Context: an optimization exercise on an open-source flow, tuned for small area and a short achievable clock period. The choices shown serve that exercise and are no tape-out recipe. For this run, only the layout was checked, not whether the RTL still works.

==> design/flow/design.v <==
module ebd_sampler (
    input  wire        clk,
    input  wire        rst,
    input  wire        wr_en,      
    input  wire [1:0]  wr_ch,      
    input  wire [9:0]  wr_data,    
    output reg  [3:0]  cursor,
    output reg  [13:0] acc_sh,
    output reg  [13:0] acc_lg,
    output reg  [13:0] acc_hg
);
    reg [359:0] ring;
    reg         full;
    wire [9:0]  old_val = full ? ring[359:350] : 10'd0;
    wire [13:0] acc_cur = wr_ch[1] ? acc_hg : (wr_ch[0] ? acc_lg : acc_sh);
    wire [13:0] acc_new = acc_cur - {4'd0, old_val} + {4'd0, wr_data};
    always @(posedge clk)
        if (wr_en)
            ring <= {ring[349:0], wr_data};
    always @(posedge clk) begin
        if (rst) begin
            cursor <= 4'd0;
            full   <= 1'b0;
            acc_sh <= 14'd0;
            acc_lg <= 14'd0;
            acc_hg <= 14'd0;
        end else if (wr_en) begin
            case (wr_ch)
                2'd0: acc_sh <= acc_new;
                2'd1: acc_lg <= acc_new;
                default: begin
                    acc_hg <= acc_new;
                    if (cursor == 4'd11) begin
                        cursor <= 4'd0;
                        full   <= 1'b1;
                    end else begin
                        cursor <= cursor + 4'd1;
                    end
                end
            endcase
        end
    end
endmodule
module ebd_deriver (
    input  wire [13:0] acc_sh,
    input  wire [13:0] acc_lg,
    input  wire [13:0] acc_hg,
    output wire [12:0] current,    
    output wire [15:0] voltage,    
    output wire        hg
);
    wire [27:0] p_sh = acc_sh * 14'd10923;
    wire [27:0] p_lg = acc_lg * 14'd10923;
    wire [27:0] p_hg = acc_hg * 14'd10923;
    wire [9:0]  m_sh = p_sh[26:17];
    wire [9:0]  m_lg = p_lg[26:17];
    wire [9:0]  m_hg = p_hg[26:17];
    wire [31:0] p_i  = m_sh * 22'd2560099;
    assign current   = p_i[31:19];
    wire [22:0] p_w  = m_hg * 13'd6349;
    wire [12:0] w_hg = p_w[22:10];
    assign hg      = (acc_lg < 14'd3612);
    wire [15:0] v_lg = {m_lg, 4'd0} + {2'd0, m_lg, 2'd0};
    wire [15:0] v_hg = {3'd0, w_hg} - 16'd50;
    assign voltage = hg ? v_hg : v_lg;
endmodule
module ebd_power (
    input  wire [12:0] current,
    input  wire [15:0] voltage,
    output wire [31:0] power,
    output wire        fan        
);
    wire        neg = voltage[15];
    wire [5:0]  mag_n = ~voltage[5:0] + 6'd1;
    wire [14:0] mag   = neg ? {9'd0, mag_n} : voltage[14:0];
    wire [27:0] u     = current * mag;               
    wire [48:0] pq    = u[26:3] * 24'd8589935;
    wire [16:0] q     = pq[46:30];
    wire [8:0]  qn    = 9'd0 - {1'b0, q[7:0]};      
    assign power = neg ? {{23{qn[8]}}, qn} : {15'd0, q};
    assign fan   = ~neg & (u >= 28'd2501000);
endmodule
module ebd_mfc (
    input  wire        clk,
    input  wire        rst,
    output wire        adc_req,
    output wire [1:0]  adc_ch,
    input  wire        adc_done,
    input  wire [9:0]  adc_data,
    input  wire        btn_a,
    input  wire        btn_b,
    output wire [15:0] duty_out,
    output wire        load_en,
    output wire        fan_en,
    output wire        led,
    output wire        frame_valid,
    input  wire        disp_ack,
    input  wire        host_valid,
    input  wire        host_we,
    input  wire [3:0]  host_addr,
    input  wire [31:0] host_wdata,
    output reg  [31:0] host_rdata
);
    localparam [2:0] PH_DERIVE    = 3'd3;
    localparam [2:0] PH_PROTECT   = 3'd4;
    localparam [2:0] PH_MODE      = 3'd5;
    localparam [2:0] PH_REGULATE  = 3'd6;
    localparam [2:0] PH_HANDOFF   = 3'd7;
    localparam [1:0] M_OFF = 2'd0;
    localparam [1:0] M_ON  = 2'd2;
    localparam [1:0] M_LVC = 2'd3;
    localparam [10:0] DUTY_OFF = 11'd1025;
    localparam [10:0] DUTY_MIN = 11'd300;
    localparam [10:0] DUTY_MAX = 11'd1000;
    reg [2:0]         phase;
    reg [12:0]        current_r;    
    reg [15:0]        voltage_r;    
    reg               hg_r;
    reg [10:0]        duty_r;
    reg [1:0]         mode_r;
    reg [1:0]         disp_mode_r;
    reg               last_ok_r;
    reg               pend_a_r;
    reg               pend_b_r;
    reg signed [31:0] target_r;
    reg signed [31:0] lvcut_r;
    reg               fan_r;
    wire [3:0]  cursor;
    wire [13:0] acc_sh, acc_lg, acc_hg;
    wire sampling  = (phase <= 3'd2);
    wire sample_ok = sampling & adc_done;
    wire advance   = sampling ? adc_done :
                     (phase == PH_HANDOFF) ? disp_ack : 1'b1;
    assign adc_req     = sampling;
    assign adc_ch      = phase[1:0];
    assign frame_valid = (phase == PH_HANDOFF);
    ebd_sampler u_sampler (
        .clk     (clk),
        .rst     (rst),
        .wr_en   (sample_ok),
        .wr_ch   (phase[1:0]),
        .wr_data (adc_data),
        .cursor  (cursor),
        .acc_sh  (acc_sh),
        .acc_lg  (acc_lg),
        .acc_hg  (acc_hg)
    );
    wire [12:0] d_current;
    wire [15:0] d_voltage;
    wire        d_hg;
    ebd_deriver u_deriver (
        .acc_sh  (acc_sh),
        .acc_lg  (acc_lg),
        .acc_hg  (acc_hg),
        .current (d_current),
        .voltage (d_voltage),
        .hg      (d_hg)
    );
    wire [31:0] power;
    wire        power_hi;
    ebd_power u_power (
        .current (current_r),
        .voltage (voltage_r),
        .power   (power),
        .fan     (power_hi)
    );
    reg [1:0]  mp_mode;
    reg [1:0]  mp_disp;
    reg        mp_last_ok;
    reg        mp_force_off;
    always @(*) begin
        mp_mode      = mode_r;
        mp_disp      = disp_mode_r;
        mp_last_ok   = last_ok_r;
        mp_force_off = 1'b0;
        if (pend_a_r) begin
            if (mp_mode == M_ON) begin
                mp_mode      = M_OFF;
                mp_force_off = 1'b1;
                mp_last_ok   = 1'b1;
            end else if (mp_mode == M_OFF) begin
                mp_mode      = M_ON;
                mp_last_ok   = 1'b1;
            end else begin
                mp_last_ok   = 1'b0;
            end
        end
        if (pend_b_r) begin
            if (mp_mode == M_OFF) begin
                mp_disp      = mp_disp + 2'd1;
            end else if (mp_mode == M_LVC) begin
                mp_mode      = M_OFF;
                mp_last_ok   = 1'b1;
            end
        end
    end
    wire signed [31:0] cur_s = {19'd0, current_r};
    wire signed [31:0] vol_s = {{16{voltage_r[15]}}, voltage_r};
    always @(posedge clk) begin
        if (rst) begin
            phase       <= 3'd0;
            current_r   <= 13'd0;
            voltage_r   <= 16'd0;
            hg_r        <= 1'b0;
            duty_r      <= DUTY_OFF;
            mode_r      <= M_OFF;
            disp_mode_r <= 2'd0;
            last_ok_r   <= 1'b0;
            pend_a_r    <= 1'b0;
            pend_b_r    <= 1'b0;
            target_r    <= 32'sd1000;
            lvcut_r     <= 32'sd2000;
            fan_r       <= 1'b0;
        end else begin
            if (advance)
                phase <= phase + 3'd1;
            pend_a_r <= btn_a | (pend_a_r & (phase != PH_MODE));
            pend_b_r <= btn_b | (pend_b_r & (phase != PH_MODE));
            case (phase)
                PH_DERIVE: begin
                    current_r <= d_current;
                    voltage_r <= d_voltage;
                    hg_r      <= d_hg;
                end
                PH_PROTECT: begin
                    fan_r <= power_hi;
                end
                PH_MODE: begin
                    mode_r      <= mp_mode;
                    disp_mode_r <= mp_disp;
                    last_ok_r   <= mp_last_ok;
                    if (mp_force_off)
                        duty_r <= DUTY_OFF;
                end
                PH_REGULATE: begin
                    if (mode_r == M_ON) begin
                        if (vol_s < lvcut_r) begin
                            duty_r    <= DUTY_OFF;
                            mode_r    <= M_LVC;
                            last_ok_r <= 1'b1;
                        end else if (cur_s < target_r && duty_r > DUTY_MIN) begin
                            duty_r <= duty_r - 11'd1;
                        end else if (cur_s > target_r && duty_r < DUTY_MAX) begin
                            duty_r <= duty_r + 11'd1;
                        end
                    end
                end
                default: ;
            endcase
            if (host_valid && host_we) begin
                case (host_addr)
                    4'h1: target_r <= host_wdata;
                    4'h2: lvcut_r  <= host_wdata;
                    default: ;
                endcase
            end
        end
    end
    wire [31:0] status = {18'd0, phase, pend_b_r, pend_a_r, last_ok_r, 1'b1,
                          load_en, fan_r, hg_r, disp_mode_r, mode_r};
    reg  [31:0] rd_mux;
    always @(*) begin
        case (host_addr)
            4'h0: rd_mux = status;
            4'h1: rd_mux = target_r;
            4'h2: rd_mux = lvcut_r;
            4'h3: rd_mux = {21'd0, duty_r};
            4'h4: rd_mux = {19'd0, current_r};
            4'h5: rd_mux = vol_s;
            4'h6: rd_mux = power;
            4'h7: rd_mux = {28'd0, cursor};
            4'h8: rd_mux = {18'd0, acc_sh};
            4'h9: rd_mux = {18'd0, acc_lg};
            4'hA: rd_mux = {18'd0, acc_hg};
            default: rd_mux = 32'd0;
        endcase
    end
    always @(posedge clk) begin
        if (rst)
            host_rdata <= 32'd0;
        else if (host_valid && !host_we)
            host_rdata <= rd_mux;
    end
    assign duty_out = {5'd0, duty_r};
    assign load_en  = (mode_r == M_ON);
    assign fan_en   = fan_r;
    assign led      = 1'b1;
endmodule
==> design/flow/run.sh <==
#!/bin/bash
# synth_recipe.tcl (not shown) runs the flow's synth.tcl, then flattens the netlist and writes it again
# the make line also repeats each setting of config.mk as NAME=value (left out here)
make -C /OpenROAD-flow-scripts/flow DESIGN_CONFIG=/design/flow/config.mk WORK_HOME=/design/flow/orfs CLKGATE_MAP_FILE= SYNTH_SCRIPT=/design/flow/synth_recipe.tcl finish
==> design/flow/config.mk <==
export PLATFORM = sky130hd
export DESIGN_NAME = ebd_mfc
export DESIGN_NICKNAME = ebd_mfc
export VERILOG_FILES = /design/flow/design.v
export SDC_FILE = /design/flow/constraint.sdc
export NUM_CORES = 4
export LEC_CHECK = 0
export CAP_MARGIN = 20
export CORE_MARGIN = 2
export CORE_UTILIZATION = 40
export SLEW_MARGIN = 20
==> design/flow/constraint.sdc <==
create_clock -name core_clock -period 70.0 [get_ports {clk}]
set_input_delay 14.0000 -clock core_clock [delete_from_list [all_inputs] [get_ports {clk}]]
set_output_delay 14.0000 -clock core_clock [all_outputs]
set_load 0.01 [all_outputs]
==> run notes <==
status=timing/DRC/antenna clean; First-pass DRT Iterations=7; register area share after synthesis=around 28%; max incr delay on CP=between 500 and 600 ps; average instance area after synthesis=around 10 sq um; wire length per cell=between 15 and 20 um; vias in the first global route=35.83k; Tmin final=between 15000 and 20000 ps; CP max-delay cell=fa_1; final non-filler cell total=between 6k and 7k; clk_skew=between 50 and 60 ps; antenna violations before repair=7; post-synthesis adder-cell area fraction=41.47%; Post-DP HPWL=~110000 um; Mapped Area=51950 sq um; Root Driver=clkbuf_16; core area=around 130000 sq um; initial core utilization=roughly two fifths; complex-gate fraction of the synthesized area=about a tenth; buffers added on ports=roughly 100; Yosys top cell by area=fa_1; CP required=a little over 70000 ps; DRT iter0 DRCs=roughly 2.4k; async set or reset register ratio after synthesis=0%; Setup Fix Bufs, Post-CTS=0; CTS max path bufs=3; buffers and inverters on the worst path=3; FILL cells=12.27k; die height=around 360 um; synth top area cells=fa_1, edfxtp_1, ha_1; total negative slack=0 ps; area of the multi-input gates=approximately 33000 sq um; Unique masters post-synth=between 80 and 90; Worst Path Arrival=around 18000 ps; Max Cap Viol=0; largest net degree at the start of global routing=107; via/cell ratio=approximately 5; clock sink count=approximately 560; Cells after DPL=just under 7k; CTS tree=done; final setup fails=0; post-synthesis register bit count=between 500 and 600; XOR/XNOR Fraction of Synth Area=about 2.8%; Final WS setup=around 53000 ps; mux cell area share after synthesis=less than 1%; die area=between 100000 and 150000 sq um; final hold slack=between 400 and 500 ps; Seq. cell area=about 15000 sq um; post-synthesis instance total=a little over 5k; largest family of logic cells by synthesized area=adder cells; via count=~35k; critical path fanouts, max=3; Final ANT Viol Nets=0; fraction of layout cells with a size suffix above 1=3.734%; GRT Util Overall=approximately a fifth; Clk Latency, worst-skew pair=about 690 ps; RSZ-0062 raised after global routing=no; Post-CTS Hold Fix Bufs=0; Die W=364.4 um; post-cts gate resize count=0; GR Overflow Total=0; total wire length=approximately 130000 um; critical path's top delay family=compound AO/OA/AOI/OAI gates; io pins=~110; Slew HR=27.45%; crit start category=input port; Final nets=6593; worst slew pin tran=1077 ps; critical path, cell by cell=clkdlybuf4s50_1 -> inv_1 -> fa_1 -> inv_1 -> ha_1 -> a21o_1 -> a21oi_1 -> o21ai_0 -> a21oi_1 -> o21ai_0 -> a21oi_1 -> nor2b_1 -> o21ai_0 -> a211o_1 -> mux2i_1 -> o21ai_0 -> a21oi_1; Final Hold Vio Count=0; Setup Crit Path Kind=input port to register; H-tree Lvls=2; Max Clock Freq=about 60 MHz; # DRC=0; first-pass GRT wire length=roughly 210000 um; worst min path class=register to register; YS warnings=2; Num CTS Buffers=58; pre-CTS WS=~52000 ps; Worst-path clk slew=60 ps; number of core rows=between 100 and 150; share of the synthesized area in the top cell type=between 20% and 30%; Main synth FF type=edfxtp_1; Final Max Slew Viols=0; RD Place Congestion=approximately 0.94; Layout area overhead=10.14%; number of synthesized flops with an enable pin=between 300 and 400; Post-Synth Simple-Gate Area=between 8 and 9%; crit end category=register; Tcrit/Tclk final=24.37%
[final cells by class]
type	count	area share [%]
Multi-Input combinational cell	3299	57.36
Sequential cell	555	25.72
Inverter	1065	7.000
Tap cell	1742	3.809
Timing Repair Buffer	167	2.655
Clock buffer	64	2.593
Clock inverter	45	0.8638
Antenna cell	1	0.004373
[placed cells by master, fill, tap and decap left out, types with 45 or more instances in the layout]
cell type           n
edfxtp_1          360
ha_1              845
a21oi_1           240
xor2_1             58
a21o_1             95
nor2_1            152
nand3_1            45
clkdlybuf4s50_1   101
xnor2_1           104
o21ai_0           111
nand2_1           426
dfxtp_1           194
clkbuf_16          58
inv_1            1062
fa_1              548
buf_4              65
and2_1            100
[worst paths after layout]
kind | cells past startpoint | startpoint | to | slack [ps]
min | 0 | u_sampler.ring[205] | u_sampler.ring[215] | 400
min reg2reg | 0 | u_sampler.ring[205] | u_sampler.ring[215] | 400
max | 17 | adc_data[1] | u_sampler.acc_sh[13] | 52940
max reg2reg | 49 | voltage_r[1] | host_rdata[22] | 54850
[metrics by stage]
| stage | utilization (%) | instance area (sq um) |
|---|---|---|
| final | 44.30 | 57220 |
| after global routing | 44.30 | 57210 |
| after CTS | 44.28 | 57190 |
| after detailed placement | 42.75 | 55220 |
| after global placement | 42.74 | 55200 |
| after floorplan | - | 51960 |
[cell usage after synthesis (9+ instances only)]
cell type  count
inv_1       1063
ha_1         845
fa_1         548
nand2_1      426
edfxtp_1     360
a21oi_1      240
dfxtp_1      195
nor2_1       152
clkbuf_1     115
o21ai_0      111
xnor2_1      107
and2_1       100
a21o_1        95
xor2_1        58
nand3_1       46
nor3_1        44
a221oi_1      42
nor2b_1       42
nand2b_1      38
a22oi_1       31
mux2i_1       29
a211oi_1      26
nand4_1       25
o211ai_1      25
a22o_1        23
o21a_1        23
and3_1        22
a31oi_1       19
or3_1         17
o21bai_1      12
a21boi_0      11
or2_2         11
nor4_1         9
[sequential cells by signal, summed over array words and instances (netlist names)]
register and count:
current_r 13, disp_mode_r 2, duty_r 11, fan_r 1, hg_r 1, host_rdata 32, last_ok_r 1, lvcut_r 32
mode_r 2, pend_a_r 1, pend_b_r 1, phase 3, target_r 32, u_sampler.acc_hg 14, u_sampler.acc_lg 14, u_sampler.acc_sh 14
u_sampler.cursor 4, u_sampler.full 1, u_sampler.ring 360, voltage_r 16
[cells by family after synthesis]
logic type | count (synthesis)
AO/OA/AOI/OAI | 745
flip-flops | 555
XOR/XNOR | 165
multiplexers | 32
other | 2
buffers and inverters | 1191
adder cells (fa/ha/maj) | 1393
AND/OR/NAND/NOR | 958
[per-layer routing]
metal,GRT usage [%],part of all wire (%),up-vias
met5,0,0.043,-
met4,5.785,2.9,10
met3,3.384,5.9,180
met2,31.90,44,849
met1,28.97,47,17440
li1,-,-,16860

==> what the ideal ports hide <==
How much do the figures lean on ideal ports? The routed layout below was timed once more, with nothing changed but the port constraints. Step 1 sets driving cells, clkbuf_16 on the clock port and buf_2 on the other inputs (assumed; they add their load-dependent delay and slew). Step 2 adds t to the input delays and takes it off the output delays; t is the mean of the earliest and latest rising clock arrival at the registers after step 1. Input paths then give back, and output paths get back, about the clock's delay inside the block. Three values: no drivers, after step 1, after step 2; two values: the first two.
t, ns: 0.733
slack for setup (ns): 52.944 / 52.985 / 52.252
worst setup path after step 2: input to register
slew at the worst register clock pin (ns): 0.07 / 0.07
After both steps this run still meets setup and hold. For this run, drivers alone change the setup slack by +0.041 ns; drivers and shift together by -0.692 ns.
